This design comes from an exercise in tuning for small area on the open sky130 flow, not from production work. Only simulation tests tie the RTL to the original design; equivalence was not proved. Power is estimated from default activity; no workload was simulated.

==> run K: inputs <==
// twms
module twms (
  input  logic        clk,
  input  logic        rst,           
  input  logic        cmd_valid,
  input  logic [1:0]  cmd_port,      
  input  logic [31:0] cmd_word,
  output logic        rsp_valid,
  output logic        rsp_ok,
  output logic [31:0] rsp_data,
  output logic [1:0]  bo0_cnt,       
  output logic [10:0] bo0_act0,
  output logic [10:0] bo0_act1,
  output logic [1:0]  bo1_cnt,       
  output logic [10:0] bo1_act0,
  output logic [10:0] bo1_act1,
  output logic        sleep_valid,   
  output logic [2:0]  sleep_level,
  output logic        pwr_asleep,    
  output logic [2:0]  pwr_level,
  output logic        halt,          
  output logic [2:0]  fcode,
  output logic [7:0]  finfo
);
clock: 10.0 ns
lec_check: 0
abc_area: 1
cap_margin: 20
core_margin: 2
core_utilization: 40
place_density: 0.6
slew_margin: 20
standard.sh (not shown) runs the stock make flow with config.mk's settings and CLKGATE_MAP_FILE= SYNTH_SCRIPT=/design/flow/synth_recipe.tcl, a recipe that flattens the netlist after the stock synthesis.
==> flow/flow/run.sh <==
#!/bin/bash
set -euo pipefail
bash standard.sh \
  "BUFFER_PORTS_ARGS=-buffer_cell sky130_fd_sc_hd__buf_1" \
  "CTS_ARGS=-sink_clustering_enable -repair_clock_nets -dont_use_dummy_load -buf_list sky130_fd_sc_hd__clkbuf_4 -root_buf sky130_fd_sc_hd__clkbuf_8 -sink_clustering_size 9 -sink_clustering_max_diameter 40" \
  RECOVER_POWER=100 \
  finish > standard.log 2>&1
==> run M: changes against run K <==
--- a/flow/design.v
+++ b/flow/design.v
@@ -24,12 +24,11 @@
   assign host = (port == 2'd0);
   assign env  = (port == 2'd1);
   assign sev  = (port == 2'd2);
   logic [15:0] n;    
   always_comb begin
-    n = '0;
-    n[w[31:28]] = 1'b1;
+    for (int i = 0; i < 16; i++) n[i] = (w[31:28] == i[3:0]);
   end
   logic bus_bad, cnt_bad, lvl_bad;
   assign bus_bad = w[27];
   assign cnt_bad = (w[9:7] == 3'd0) || (w[9] && (w[8] || w[7]));
   assign lvl_bad = w[2] && (w[1] || w[0]);
@@ -193,13 +192,40 @@
   logic [2:0] lvl, vsel, vnew;
   logic       v_fatal;
   assign v_inc   = ex & (op[0] | op[7]);
   assign v_dec   = (ex & op[8]) | (sub & h_stop);
   assign lvl     = (cmd_valid & (cmd_word[31:29] == 3'b100)) ? cmd_word[2:0] : 3'd2;
-  assign vsel    = vote_q[lvl];
-  assign vnew    = v_inc ? (vsel + 3'd1) : (vsel - 3'd1);
-  assign v_fatal = (v_inc & (vsel == 3'd5)) | (v_dec & (vsel == 3'd0));
+  always_comb begin
+    case (lvl)
+      3'd0:    vsel = vote_q[0];
+      3'd1:    vsel = vote_q[1];
+      3'd2:    vsel = vote_q[2];
+      3'd3:    vsel = vote_q[3];
+      default: vsel = vote_q[4];
+    endcase
+  end
+  always_comb begin
+    case ({v_inc, vsel})
+      4'b1_000: vnew = 3'd1;
+      4'b1_001: vnew = 3'd2;
+      4'b1_010: vnew = 3'd3;
+      4'b1_011: vnew = 3'd4;
+      4'b1_100: vnew = 3'd5;
+      4'b1_101: vnew = 3'd6;
+      4'b1_110: vnew = 3'd7;
+      4'b1_111: vnew = 3'd0;
+      4'b0_000: vnew = 3'd7;
+      4'b0_001: vnew = 3'd0;
+      4'b0_010: vnew = 3'd1;
+      4'b0_011: vnew = 3'd2;
+      4'b0_100: vnew = 3'd3;
+      4'b0_101: vnew = 3'd4;
+      4'b0_110: vnew = 3'd5;
+      default:  vnew = 3'd6;
+    endcase
+  end
+  assign v_fatal = (v_inc & vsel[2] & vsel[0]) | (v_dec & (vsel == 3'd0));    
   logic fatal;
   assign fatal = v_fatal | (sub & ~h_ok);
   logic [1:0] fcode_new;
   logic [5:0] finfo_new;
   assign fcode_new = (sub & ~h_ok) ? 2'd1 : (v_inc ? 2'd3 : 2'd2);
@@ -253,11 +279,13 @@
     end
     for (int i = 0; i < 32; i++)
       if (rst | (ev_we & (ev_idx == i[4:0]))) ev_q[i] <= evr;
   end
   logic [1:0] rem_in;
-  assign rem_in = (xs ? cmd_word[8:7] : rem_b) - 2'd1;
+  logic [1:0] rem_pre;
+  assign rem_pre = xs ? cmd_word[8:7] : rem_b;
+  assign rem_in  = {rem_pre[1] ~^ rem_pre[0], ~rem_pre[0]};
   always_ff @(posedge clk) begin
     for (int x = 0; x < 2; x++) begin
       if (rst | (st_we & (b == x[0])))      state_q[x] <= st_new & {3{~rst}};
       if (rst | (xs & (b == x[0])))         mode_q[x]  <= cmd_word[25] & ~rst;
       if (rst | (rem_we & (b == x[0])))     rem_q[x]   <= rem_in & {2{~rst}};
@@ -276,12 +304,14 @@
     if (rst | (ex & (op[10] | op[16])) | sub) asleep_q <= ~rst & ex & op[10];
     rsp_valid_q <= ~rst & cmd_valid;
     emit_q      <= ~rst & emit;
   end
   always_ff @(posedge clk) begin
+    for (int x = 0; x < 2; x++)
+      if ((xs | (sub & (st[2] | (st[1] & st[0])))) & (b == x[0]))
+        paddr_q[x] <= cmd_word[24:18] & {7{cmd_valid & ~cmd_word[31]}};
     if (xs) begin
-      paddr_q[b] <= cmd_word[24:18];
       raddr_q[b] <= cmd_word[17:10];
       evid_q[b]  <= cmd_word[4:0];
     end
     if (ex & op[10]) plevel_q <= cda;
     rsp_code_q <= rsp_code;
@@ -303,11 +333,11 @@
       2'd1:    lane_o = bsel[23:16];
       default: lane_o = bsel[31:24];
     endcase
   end
   logic [2:0] rem_x;
-  assign rem_x = ((so == 3'd0) | (so == 3'd6)) ? 3'd0 : ({1'b0, ro} + 3'd1);
+  assign rem_x = ((so == 3'd0) | (so == 3'd6)) ? 3'd0 : {ro[1] & ro[0], ro[1] ^ ro[0], ~ro[0]};
   logic ok;
   logic [2:0] kind;
   assign ok   = rsp_code_q[3];
   assign kind = rsp_code_q[2:0];
   logic s_rs, s_xs, s_bu, s_ev, s_cd, s_iq, s_fs;
@@ -341,12 +371,12 @@
   end
   assign bo0_cnt  = step_bus_q ? 2'b0 : cnt;
   assign bo1_cnt  = step_bus_q ? cnt : 2'b0;
   assign bo0_act0 = a0;
   assign bo1_act0 = a0;
-  assign bo0_act1 = {~so[2], 1'b0, so[2], paddr_q[0] & {7{~so[2]}}, so[1] & so[0]};
-  assign bo1_act1 = {~so[2], 1'b0, so[2], paddr_q[1] & {7{~so[2]}}, so[1] & so[0]};
+  assign bo0_act1 = {~so[2], 1'b0, so[2], paddr_q[0], so[1] & so[0]};
+  assign bo1_act1 = {~so[2], 1'b0, so[2], paddr_q[1], so[1] & so[0]};
   assign sleep_valid = rsp_valid_q & ok & (kind == R_SLEEP);
   assign sleep_level = plevel_q;
   assign pwr_asleep  = asleep_q;
   assign pwr_level   = plevel_q;
   assign halt        = halt_q;
==> flow/flow/run.sh (replaced) <==
#!/bin/bash
# The standard layout (standard.sh) with two changes: the port buffers are
# the smallest buffer (buf_1), and the clock tree uses clkbuf_8 buffers with
# clusters of at most 14 sinks and no dummy loads.
set -euo pipefail
bash standard.sh \
  "BUFFER_PORTS_ARGS=-buffer_cell sky130_fd_sc_hd__buf_1" \
  "CTS_ARGS=-sink_clustering_enable -repair_clock_nets -dont_use_dummy_load -buf_list sky130_fd_sc_hd__clkbuf_2 -root_buf sky130_fd_sc_hd__clkbuf_8 -sink_clustering_size 6 -sink_clustering_max_diameter 25" \
  finish > standard.log 2>&1
==> summary.txt <==
metric                                                                    run M                          run K
Via count of the first global-routing pass                                8,871                          8,662
DRT met1 WL                                                             14.3 mm                        14.1 mm
Post-synthesis area per instance                                       9.26 um2                       9.08 um2
Reg-to-reg endpoint                                                   buf_q[42]                      buf_q[61]
Status                                                           finished clean       finished with violations
Reasons for failing layout checks                                             -  capacitance limit, slew limit
CP Max Fanout                                                                74                             26
Max-capacitance violation count                                               0                              6
Post-DR wirelength/cell                                                 20.9 um                        20.0 um
Synthesized-area fraction occupied by ao, oa, aoi and oai cells           12.6%                          12.0%
Slew Viols, Final                                                             0                            180
Combinational group power                                              0.340 mW                       0.348 mW
Final clock period utilization by the worst path                          55.8%                          70.5%
Worst ir drop on vdd                                                  0.0777 mV                      0.0982 mV
Placed Instance Area                                                 11,600 um2                     11,900 um2
Switching portion of total power                                          31.0%                          30.6%
Routed met3 length                                                      3.08 mm                        2.72 mm
Switching Power                                                        0.608 mW                       0.575 mW
Worst hold margin                                                      0.717 ns                       0.726 ns

---

==> v10: inputs <==
Another version of the RTL of twms (not shown whole).
export LEC_CHECK = 0
export ABC_AREA = 1
export CAP_MARGIN = 20
export CORE_MARGIN = 2
export CORE_UTILIZATION = 40
export PLACE_DENSITY = 0.6
export SLEW_MARGIN = 20
create_clock -name core_clock -period 10.0 [get_ports {clk}]
==> flow/flow/run.sh <==
#!/bin/bash
# The standard layout (standard.sh) with two changes: the port buffers are
# the smallest buffer (buf_1), and the clock tree uses clkbuf_8 buffers with
# clusters of at most 14 sinks and no dummy loads.
set -euo pipefail
bash standard.sh \
  "BUFFER_PORTS_ARGS=-buffer_cell sky130_fd_sc_hd__buf_1" \
  "CTS_ARGS=-sink_clustering_enable -repair_clock_nets -dont_use_dummy_load -buf_list sky130_fd_sc_hd__clkbuf_8 -root_buf sky130_fd_sc_hd__clkbuf_8 -sink_clustering_size 14 -sink_clustering_max_diameter 60" \
  finish > standard.log 2>&1
==> inputs of v36, as changes to v10 <==
--- a/flow/design.v
+++ b/flow/design.v
@@ -176,13 +176,13 @@
   logic [2:0] st, st_ext;
   logic [1:0] rem_b;       
   logic       last;        
   assign st      = state_q[b];
   assign st_ext  = (st == 3'd7) ? 3'd4 : st;
   assign rem_b   = rem_q[b];
-  assign last    = (rem_b == 2'd0);
+  assign last    = (rem_b == 2'd1);
   logic h_addr, h_reg, h_rst, h_rx, h_wr, h_stop, h_ok;
   assign h_addr = (st == 3'd1) & (k == 2'd0);
   assign h_reg  = (st == 3'd2) & (k == 2'd0);
   assign h_rst  = (st == 3'd3) & (k == 2'd0);
   assign h_rx   = ((st == 3'd3) | (st == 3'd5)) & (k == 2'd1);
   assign h_wr   = ((st == 3'd4) | (st == 3'd7)) & (k == 2'd0);
@@ -200,33 +200,14 @@
       3'd1:    vsel = vote_q[1];
       3'd2:    vsel = vote_q[2];
       3'd3:    vsel = vote_q[3];
       default: vsel = vote_q[4];
     endcase
   end
-  always_comb begin
-    case ({v_inc, vsel})
-      4'b1_000: vnew = 3'd1;
-      4'b1_001: vnew = 3'd2;
-      4'b1_010: vnew = 3'd3;
-      4'b1_011: vnew = 3'd4;
-      4'b1_100: vnew = 3'd5;
-      4'b1_101: vnew = 3'd6;
-      4'b1_110: vnew = 3'd7;
-      4'b1_111: vnew = 3'd0;
-      4'b0_000: vnew = 3'd7;
-      4'b0_001: vnew = 3'd0;
-      4'b0_010: vnew = 3'd1;
-      4'b0_011: vnew = 3'd2;
-      4'b0_100: vnew = 3'd3;
-      4'b0_101: vnew = 3'd4;
-      4'b0_110: vnew = 3'd5;
-      default:  vnew = 3'd6;
-    endcase
-  end
-  assign v_fatal = (v_inc & vsel[2] & vsel[0]) | (v_dec & (vsel == 3'd0));    
+  assign vnew = v_inc ? {vsel[1], vsel[0], ~vsel[2]} : {~vsel[0], vsel[2], vsel[1]};
+  assign v_fatal = (v_inc & vsel[2] & ~vsel[1]) | (v_dec & ~vsel[2] & ~vsel[0]);   
   logic fatal;
   assign fatal = v_fatal | (sub & ~h_ok);
   logic [1:0] fcode_new;
   logic [5:0] finfo_new;
   assign fcode_new = (sub & ~h_ok) ? 2'd1 : (v_inc ? 2'd3 : 2'd2);
   assign finfo_new = (sub & ~h_ok) ? {b, st_ext, k} : {3'b0, lvl};
@@ -243,13 +224,13 @@
   logic st_we, rem_we, xs, bw;
   logic [1:0] lane;
   assign xs     = ex & op[0];
   assign st_we  = xs | sub;
   assign rem_we = xs | (sub & (k[0] | (st[2] & ~k[1])));
   assign bw     = (ex & op[2]) | (sub & h_rx);
-  assign lane   = (cmd_valid & ~cmd_word[31]) ? cmd_word[25:24] : rem_b;
+  assign lane   = (cmd_valid & ~cmd_word[31]) ? cmd_word[25:24] : rem_b - 2'd1;
   logic       ev_we, ev_val;
   logic [4:0] ev_idx;
   assign ev_we  = (ex & (op[4] | op[5])) | (sub & h_stop);
   assign ev_idx = (cmd_valid & ~cmd_word[31]) ? cmd_word[4:0] : evid_q[b];
   assign ev_val = (cmd_valid & ~cmd_word[31]) ? cmd_word[28] : 1'b1;
   logic [3:0] rsp_code;
@@ -278,20 +259,17 @@
       if (rst | (ex & op[12] & (b == x[0]) & (cmd_word[23:22] == 2'd1))) rxdata_q[x] <= wdr;
     end
     for (int i = 0; i < 32; i++)
       if (rst | (ev_we & (ev_idx == i[4:0]))) ev_q[i] <= evr;
   end
   logic [1:0] rem_in;
-  logic [1:0] rem_pre;
-  assign rem_pre = xs ? cmd_word[8:7] : rem_b;
-  assign rem_in  = {rem_pre[1] ~^ rem_pre[0], ~rem_pre[0]};
+  assign rem_in = xs ? cmd_word[8:7] : {rem_b[1] ~^ rem_b[0], ~rem_b[0]};
   always_ff @(posedge clk) begin
     for (int x = 0; x < 2; x++) begin
       if (rst | (st_we & (b == x[0])))      state_q[x] <= st_new & {3{~rst}};
       if (rst | (xs & (b == x[0])))         mode_q[x]  <= cmd_word[25] & ~rst;
-      if (rst | (rem_we & (b == x[0])))     rem_q[x]   <= rem_in & {2{~rst}};
       if (rst | (ex & op[13] & (b == x[0]))) ien_q[x]  <= cmd_word[2:0] | {3{rst}};
       for (int f = 0; f < 3; f++)
         if (rst | (ex & op[12] & (b == x[0]) & (cmd_word[23:22] == f[1:0])) |
             (dlv & (dlv_bus == x[0]) & (dlv_kind == f[1:0])))
           if_q[x][f] <= ~rst & cmd_valid;
     end
@@ -303,14 +281,17 @@
     end
     if (rst | (ex & (op[10] | op[16])) | sub) asleep_q <= ~rst & ex & op[10];
     rsp_valid_q <= ~rst & cmd_valid;
     emit_q      <= ~rst & emit;
   end
   always_ff @(posedge clk) begin
+    for (int x = 0; x < 2; x++)
+      if ((xs | (sub & (st[2] | (st[1] & st[0])))) & (b == x[0]))
+        paddr_q[x] <= cmd_word[24:18] & {7{cmd_valid & ~cmd_word[31]}};
+    if (rem_we) rem_q[b] <= rem_in;
     if (xs) begin
-      paddr_q[b] <= cmd_word[24:18];
       raddr_q[b] <= cmd_word[17:10];
       evid_q[b]  <= cmd_word[4:0];
     end
     if (ex & op[10]) plevel_q <= cda;
     rsp_code_q <= rsp_code;
     step_bus_q <= b;
@@ -323,20 +304,20 @@
   assign so_ext = (so == 3'd7) ? 3'd4 : so;
   assign bsel   = buf_q[step_bus_q];
   logic [1:0] ro;
   assign ro = rem_q[step_bus_q];
   always_comb begin
     case (ro)
-      2'd3:    lane_o = bsel[7:0];
-      2'd0:    lane_o = bsel[15:8];
-      2'd1:    lane_o = bsel[23:16];
+      2'd0:    lane_o = bsel[7:0];
+      2'd1:    lane_o = bsel[15:8];
+      2'd2:    lane_o = bsel[23:16];
       default: lane_o = bsel[31:24];
     endcase
   end
   logic [2:0] rem_x;
-  assign rem_x = ((so == 3'd0) | (so == 3'd6)) ? 3'd0 : {ro[1] & ro[0], ro[1] ^ ro[0], ~ro[0]};
+  assign rem_x = ((so == 3'd0) | (so == 3'd6)) ? 3'd0 : {ro == 2'd0, ro};
   logic ok;
   logic [2:0] kind;
   assign ok   = rsp_code_q[3];
   assign kind = rsp_code_q[2:0];
   logic s_rs, s_xs, s_bu, s_ev, s_cd, s_iq, s_fs;
   assign s_rs = ~ok;
@@ -368,14 +349,14 @@
     endcase
   end
   assign bo0_cnt  = step_bus_q ? 2'b0 : cnt;
   assign bo1_cnt  = step_bus_q ? cnt : 2'b0;
   assign bo0_act0 = a0;
   assign bo1_act0 = a0;
-  assign bo0_act1 = {~so[2], 1'b0, so[2], paddr_q[0] & {7{~so[2]}}, so[1] & so[0]};
-  assign bo1_act1 = {~so[2], 1'b0, so[2], paddr_q[1] & {7{~so[2]}}, so[1] & so[0]};
+  assign bo0_act1 = {~so[2], 1'b0, so[2], paddr_q[0], so[1] & so[0]};
+  assign bo1_act1 = {~so[2], 1'b0, so[2], paddr_q[1], so[1] & so[0]};
   assign sleep_valid = rsp_valid_q & ok & (kind == R_SLEEP);
   assign sleep_level = plevel_q;
   assign pwr_asleep  = asleep_q;
   assign pwr_level   = plevel_q;
   assign halt        = halt_q;
   assign fcode       = {1'b0, fcode_q};
==> flow/flow/run.sh (replaced) <==
#!/bin/bash
# The standard layout (standard.sh) with three changes: the port buffers
# are the smallest buffer (buf_1); before the placement repair, gates with
# slack are sized down (flow/downsize.tcl); and the clock tree uses clkbuf_8
# buffers with clusters of at most 16 sinks and no dummy loads.
set -euo pipefail
here=$(pwd)
bash standard.sh \
  "BUFFER_PORTS_ARGS=-buffer_cell sky130_fd_sc_hd__buf_1" \
  "PRE_RESIZE_TCL=$here/flow/downsize.tcl" \
  "CTS_ARGS=-sink_clustering_enable -repair_clock_nets -dont_use_dummy_load -buf_list sky130_fd_sc_hd__clkbuf_8 -root_buf sky130_fd_sc_hd__clkbuf_8 -sink_clustering_size 16 -sink_clustering_max_diameter 80" \
  finish > standard.log 2>&1
==> flow/flow/downsize.tcl (new file) <==
# Before the placement repair: shrink gates that synthesis sized up for speed
# the design does not need; repair_design then fixes any slew or load limit.
set_dont_use $::env(DONT_USE_CELLS)
estimate_parasitics -placement
repair_timing -recover_power 100 -verbose
--- a/flow/config.mk
+++ b/flow/config.mk
@@ -5,9 +5,9 @@
 export SDC_FILE = /design/flow/constraint.sdc
 export NUM_CORES = 4
 export LEC_CHECK = 0
 export ABC_AREA = 1
 export CAP_MARGIN = 20
 export CORE_MARGIN = 2
-export CORE_UTILIZATION = 40
-export PLACE_DENSITY = 0.6
+export CORE_UTILIZATION = 45
+export PLACE_DENSITY = 0.65
 export SLEW_MARGIN = 20
==> inputs of v23, as changes to v10 <==
--- a/flow/design.v
+++ b/flow/design.v
@@ -176,13 +176,13 @@
   logic [2:0] st, st_ext;
   logic [1:0] rem_b;       
   logic       last;        
   assign st      = state_q[b];
   assign st_ext  = (st == 3'd7) ? 3'd4 : st;
   assign rem_b   = rem_q[b];
-  assign last    = (rem_b == 2'd0);
+  assign last    = (rem_b == 2'd1);
   logic h_addr, h_reg, h_rst, h_rx, h_wr, h_stop, h_ok;
   assign h_addr = (st == 3'd1) & (k == 2'd0);
   assign h_reg  = (st == 3'd2) & (k == 2'd0);
   assign h_rst  = (st == 3'd3) & (k == 2'd0);
   assign h_rx   = ((st == 3'd3) | (st == 3'd5)) & (k == 2'd1);
   assign h_wr   = ((st == 3'd4) | (st == 3'd7)) & (k == 2'd0);
@@ -200,33 +200,14 @@
       3'd1:    vsel = vote_q[1];
       3'd2:    vsel = vote_q[2];
       3'd3:    vsel = vote_q[3];
       default: vsel = vote_q[4];
     endcase
   end
-  always_comb begin
-    case ({v_inc, vsel})
-      4'b1_000: vnew = 3'd1;
-      4'b1_001: vnew = 3'd2;
-      4'b1_010: vnew = 3'd3;
-      4'b1_011: vnew = 3'd4;
-      4'b1_100: vnew = 3'd5;
-      4'b1_101: vnew = 3'd6;
-      4'b1_110: vnew = 3'd7;
-      4'b1_111: vnew = 3'd0;
-      4'b0_000: vnew = 3'd7;
-      4'b0_001: vnew = 3'd0;
-      4'b0_010: vnew = 3'd1;
-      4'b0_011: vnew = 3'd2;
-      4'b0_100: vnew = 3'd3;
-      4'b0_101: vnew = 3'd4;
-      4'b0_110: vnew = 3'd5;
-      default:  vnew = 3'd6;
-    endcase
-  end
-  assign v_fatal = (v_inc & vsel[2] & vsel[0]) | (v_dec & (vsel == 3'd0));    
+  assign vnew = v_inc ? {vsel[1], vsel[0], ~vsel[2]} : {~vsel[0], vsel[2], vsel[1]};
+  assign v_fatal = (v_inc & vsel[2] & ~vsel[1]) | (v_dec & ~vsel[2] & ~vsel[0]);   
   logic fatal;
   assign fatal = v_fatal | (sub & ~h_ok);
   logic [1:0] fcode_new;
   logic [5:0] finfo_new;
   assign fcode_new = (sub & ~h_ok) ? 2'd1 : (v_inc ? 2'd3 : 2'd2);
   assign finfo_new = (sub & ~h_ok) ? {b, st_ext, k} : {3'b0, lvl};
@@ -243,13 +224,13 @@
   logic st_we, rem_we, xs, bw;
   logic [1:0] lane;
   assign xs     = ex & op[0];
   assign st_we  = xs | sub;
   assign rem_we = xs | (sub & (k[0] | (st[2] & ~k[1])));
   assign bw     = (ex & op[2]) | (sub & h_rx);
-  assign lane   = (cmd_valid & ~cmd_word[31]) ? cmd_word[25:24] : rem_b;
+  assign lane   = (cmd_valid & ~cmd_word[31]) ? cmd_word[25:24] : rem_b - 2'd1;
   logic       ev_we, ev_val;
   logic [4:0] ev_idx;
   assign ev_we  = (ex & (op[4] | op[5])) | (sub & h_stop);
   assign ev_idx = (cmd_valid & ~cmd_word[31]) ? cmd_word[4:0] : evid_q[b];
   assign ev_val = (cmd_valid & ~cmd_word[31]) ? cmd_word[28] : 1'b1;
   logic [3:0] rsp_code;
@@ -278,20 +259,17 @@
       if (rst | (ex & op[12] & (b == x[0]) & (cmd_word[23:22] == 2'd1))) rxdata_q[x] <= wdr;
     end
     for (int i = 0; i < 32; i++)
       if (rst | (ev_we & (ev_idx == i[4:0]))) ev_q[i] <= evr;
   end
   logic [1:0] rem_in;
-  logic [1:0] rem_pre;
-  assign rem_pre = xs ? cmd_word[8:7] : rem_b;
-  assign rem_in  = {rem_pre[1] ~^ rem_pre[0], ~rem_pre[0]};
+  assign rem_in = xs ? cmd_word[8:7] : {rem_b[1] ~^ rem_b[0], ~rem_b[0]};
   always_ff @(posedge clk) begin
     for (int x = 0; x < 2; x++) begin
       if (rst | (st_we & (b == x[0])))      state_q[x] <= st_new & {3{~rst}};
       if (rst | (xs & (b == x[0])))         mode_q[x]  <= cmd_word[25] & ~rst;
-      if (rst | (rem_we & (b == x[0])))     rem_q[x]   <= rem_in & {2{~rst}};
       if (rst | (ex & op[13] & (b == x[0]))) ien_q[x]  <= cmd_word[2:0] | {3{rst}};
       for (int f = 0; f < 3; f++)
         if (rst | (ex & op[12] & (b == x[0]) & (cmd_word[23:22] == f[1:0])) |
             (dlv & (dlv_bus == x[0]) & (dlv_kind == f[1:0])))
           if_q[x][f] <= ~rst & cmd_valid;
     end
@@ -303,14 +281,17 @@
     end
     if (rst | (ex & (op[10] | op[16])) | sub) asleep_q <= ~rst & ex & op[10];
     rsp_valid_q <= ~rst & cmd_valid;
     emit_q      <= ~rst & emit;
   end
   always_ff @(posedge clk) begin
+    for (int x = 0; x < 2; x++)
+      if ((xs | (sub & (st[2] | (st[1] & st[0])))) & (b == x[0]))
+        paddr_q[x] <= cmd_word[24:18] & {7{cmd_valid & ~cmd_word[31]}};
+    if (rem_we) rem_q[b] <= rem_in;
     if (xs) begin
-      paddr_q[b] <= cmd_word[24:18];
       raddr_q[b] <= cmd_word[17:10];
       evid_q[b]  <= cmd_word[4:0];
     end
     if (ex & op[10]) plevel_q <= cda;
     rsp_code_q <= rsp_code;
     step_bus_q <= b;
@@ -323,20 +304,20 @@
   assign so_ext = (so == 3'd7) ? 3'd4 : so;
   assign bsel   = buf_q[step_bus_q];
   logic [1:0] ro;
   assign ro = rem_q[step_bus_q];
   always_comb begin
     case (ro)
-      2'd3:    lane_o = bsel[7:0];
-      2'd0:    lane_o = bsel[15:8];
-      2'd1:    lane_o = bsel[23:16];
+      2'd0:    lane_o = bsel[7:0];
+      2'd1:    lane_o = bsel[15:8];
+      2'd2:    lane_o = bsel[23:16];
       default: lane_o = bsel[31:24];
     endcase
   end
   logic [2:0] rem_x;
-  assign rem_x = ((so == 3'd0) | (so == 3'd6)) ? 3'd0 : {ro[1] & ro[0], ro[1] ^ ro[0], ~ro[0]};
+  assign rem_x = ((so == 3'd0) | (so == 3'd6)) ? 3'd0 : {ro == 2'd0, ro};
   logic ok;
   logic [2:0] kind;
   assign ok   = rsp_code_q[3];
   assign kind = rsp_code_q[2:0];
   logic s_rs, s_xs, s_bu, s_ev, s_cd, s_iq, s_fs;
   assign s_rs = ~ok;
@@ -368,14 +349,14 @@
     endcase
   end
   assign bo0_cnt  = step_bus_q ? 2'b0 : cnt;
   assign bo1_cnt  = step_bus_q ? cnt : 2'b0;
   assign bo0_act0 = a0;
   assign bo1_act0 = a0;
-  assign bo0_act1 = {~so[2], 1'b0, so[2], paddr_q[0] & {7{~so[2]}}, so[1] & so[0]};
-  assign bo1_act1 = {~so[2], 1'b0, so[2], paddr_q[1] & {7{~so[2]}}, so[1] & so[0]};
+  assign bo0_act1 = {~so[2], 1'b0, so[2], paddr_q[0], so[1] & so[0]};
+  assign bo1_act1 = {~so[2], 1'b0, so[2], paddr_q[1], so[1] & so[0]};
   assign sleep_valid = rsp_valid_q & ok & (kind == R_SLEEP);
   assign sleep_level = plevel_q;
   assign pwr_asleep  = asleep_q;
   assign pwr_level   = plevel_q;
   assign halt        = halt_q;
   assign fcode       = {1'b0, fcode_q};
==> flow/flow/run.sh (replaced) <==
#!/bin/bash
# The standard layout (standard.sh) with two changes: the port buffers are
# the smallest buffer (buf_1), and the clock tree uses clkbuf_8 buffers with
# clusters of at most 14 sinks and no dummy loads.
set -euo pipefail
bash standard.sh \
  "BUFFER_PORTS_ARGS=-buffer_cell sky130_fd_sc_hd__buf_1" \
  "CTS_ARGS=-sink_clustering_enable -repair_clock_nets -dont_use_dummy_load -buf_list sky130_fd_sc_hd__clkbuf_8 -root_buf sky130_fd_sc_hd__clkbuf_8 -sink_clustering_size 18 -sink_clustering_max_diameter 90" \
  finish > standard.log 2>&1
--- a/flow/config.mk
+++ b/flow/config.mk
@@ -5,9 +5,9 @@
 export SDC_FILE = /design/flow/constraint.sdc
 export NUM_CORES = 4
 export LEC_CHECK = 0
 export ABC_AREA = 1
 export CAP_MARGIN = 20
 export CORE_MARGIN = 2
-export CORE_UTILIZATION = 40
-export PLACE_DENSITY = 0.6
+export CORE_UTILIZATION = 45
+export PLACE_DENSITY = 0.65
 export SLEW_MARGIN = 20
==> comparison table <==
Synth Area in Simple Gates: v36 20.53%; v10 19.56%; v23 20.53%
Die Footprint: v36 0.02496 mm²; v10 0.02856 mm²; v23 0.02496 mm²
Critical Path Source: v36 step_bus_q; v10 cmd_valid; v23 step_bus_q
Average wire length per cell after detail routing: v36 20.48 µm; v10 20.77 µm; v23 20.18 µm
Transition time at the pin with the least slew margin: v36 1.079 ns; v10 1.052 ns; v23 1.069 ns
Worst r2r path cells: v36 11; v10 12; v23 11
Multi-input combinational area share: v36 31.27%; v10 32.23%; v23 31.55%
Pin count of the biggest net entering global routing: v36 57; v10 64; v23 69
Cell Rows: v36 56; v10 60; v23 56
Count of placed standard cells including taps: v36 1567; v10 1605; v23 1566
Total clock network power: v36 417 µW; v10 460 µW; v23 406 µW
Detailed-route vias per instance: v36 5.561; v10 5.375; v23 5.497
Internal Dissipation: v36 1258 µW; v10 1300 µW; v23 1250 µW
Gate power share: v36 17.2%; v10 17.9%; v23 17.3%
Layout Nets: v36 1307; v10 1332; v23 1304
Run status: v36 finished clean; v10 finished clean; v23 finished clean
Post-layout minimum cycle time: v36 6.382 ns; v10 6.124 ns; v23 5.836 ns
Filler Cell Count: v36 2253; v10 2617; v23 2302
Timing-limited maximum frequency: v36 156.7 MHz; v10 163.3 MHz; v23 171.3 MHz
Clock network latency to the later pin of the worst-skew pair: v36 0.52 ns; v10 0.52 ns; v23 0.54 ns
Post-Synthesis Mean Instance Area: v36 9.197 µm²; v10 9.215 µm²; v23 9.197 µm²
Tap Cells: v36 319; v10 341; v23 319
Proportion of layout cells with a drive suffix above 1: v36 4.262%; v10 4.747%; v23 4.826%
Share of total power in the clock network: v36 23.5%; v10 24.9%; v23 23.0%
Number of cells produced by synthesis: v36 1160; v10 1182; v23 1160

[afterwards: timing with drivers on the ports]
Ports are ideal in the flow. The routed layouts listed here were re-timed in OpenROAD.
Step 1 assumes that a clkbuf_16 drives the clock port and a buf_2 every other input.
Step 2 also shifts input and output timing later by t, the mid clock arrival at the registers, as if the neighbouring blocks saw the same clock.
Slacks: ideal ports / drivers / drivers and shift; pairs: ideal ports / drivers.
| run | t (ns) | setup slack, ns | hold slack, ns |
|---|---|---|---|
| run K | 0.536 | 2.951 / 2.971 / 2.435 | 0.726 / 0.726 / 0.726 |
| run M | 0.558 | 4.420 / 4.375 / 3.973 | 0.717 / 0.717 / 0.717 |
| v10 | 0.550 | 3.876 / 3.892 / 3.342 | 0.736 / 0.736 / 0.736 |
| v36 | 0.544 | 3.618 / 3.575 / 3.929 | 0.758 / 0.758 / 0.758 |
| v23 | 0.546 | 4.164 / 4.123 / 4.318 | 0.749 / 0.749 / 0.749 |
The setup slack of v10, which loses most, moves by +0.016 ns with the drivers and by -0.534 ns with both steps.
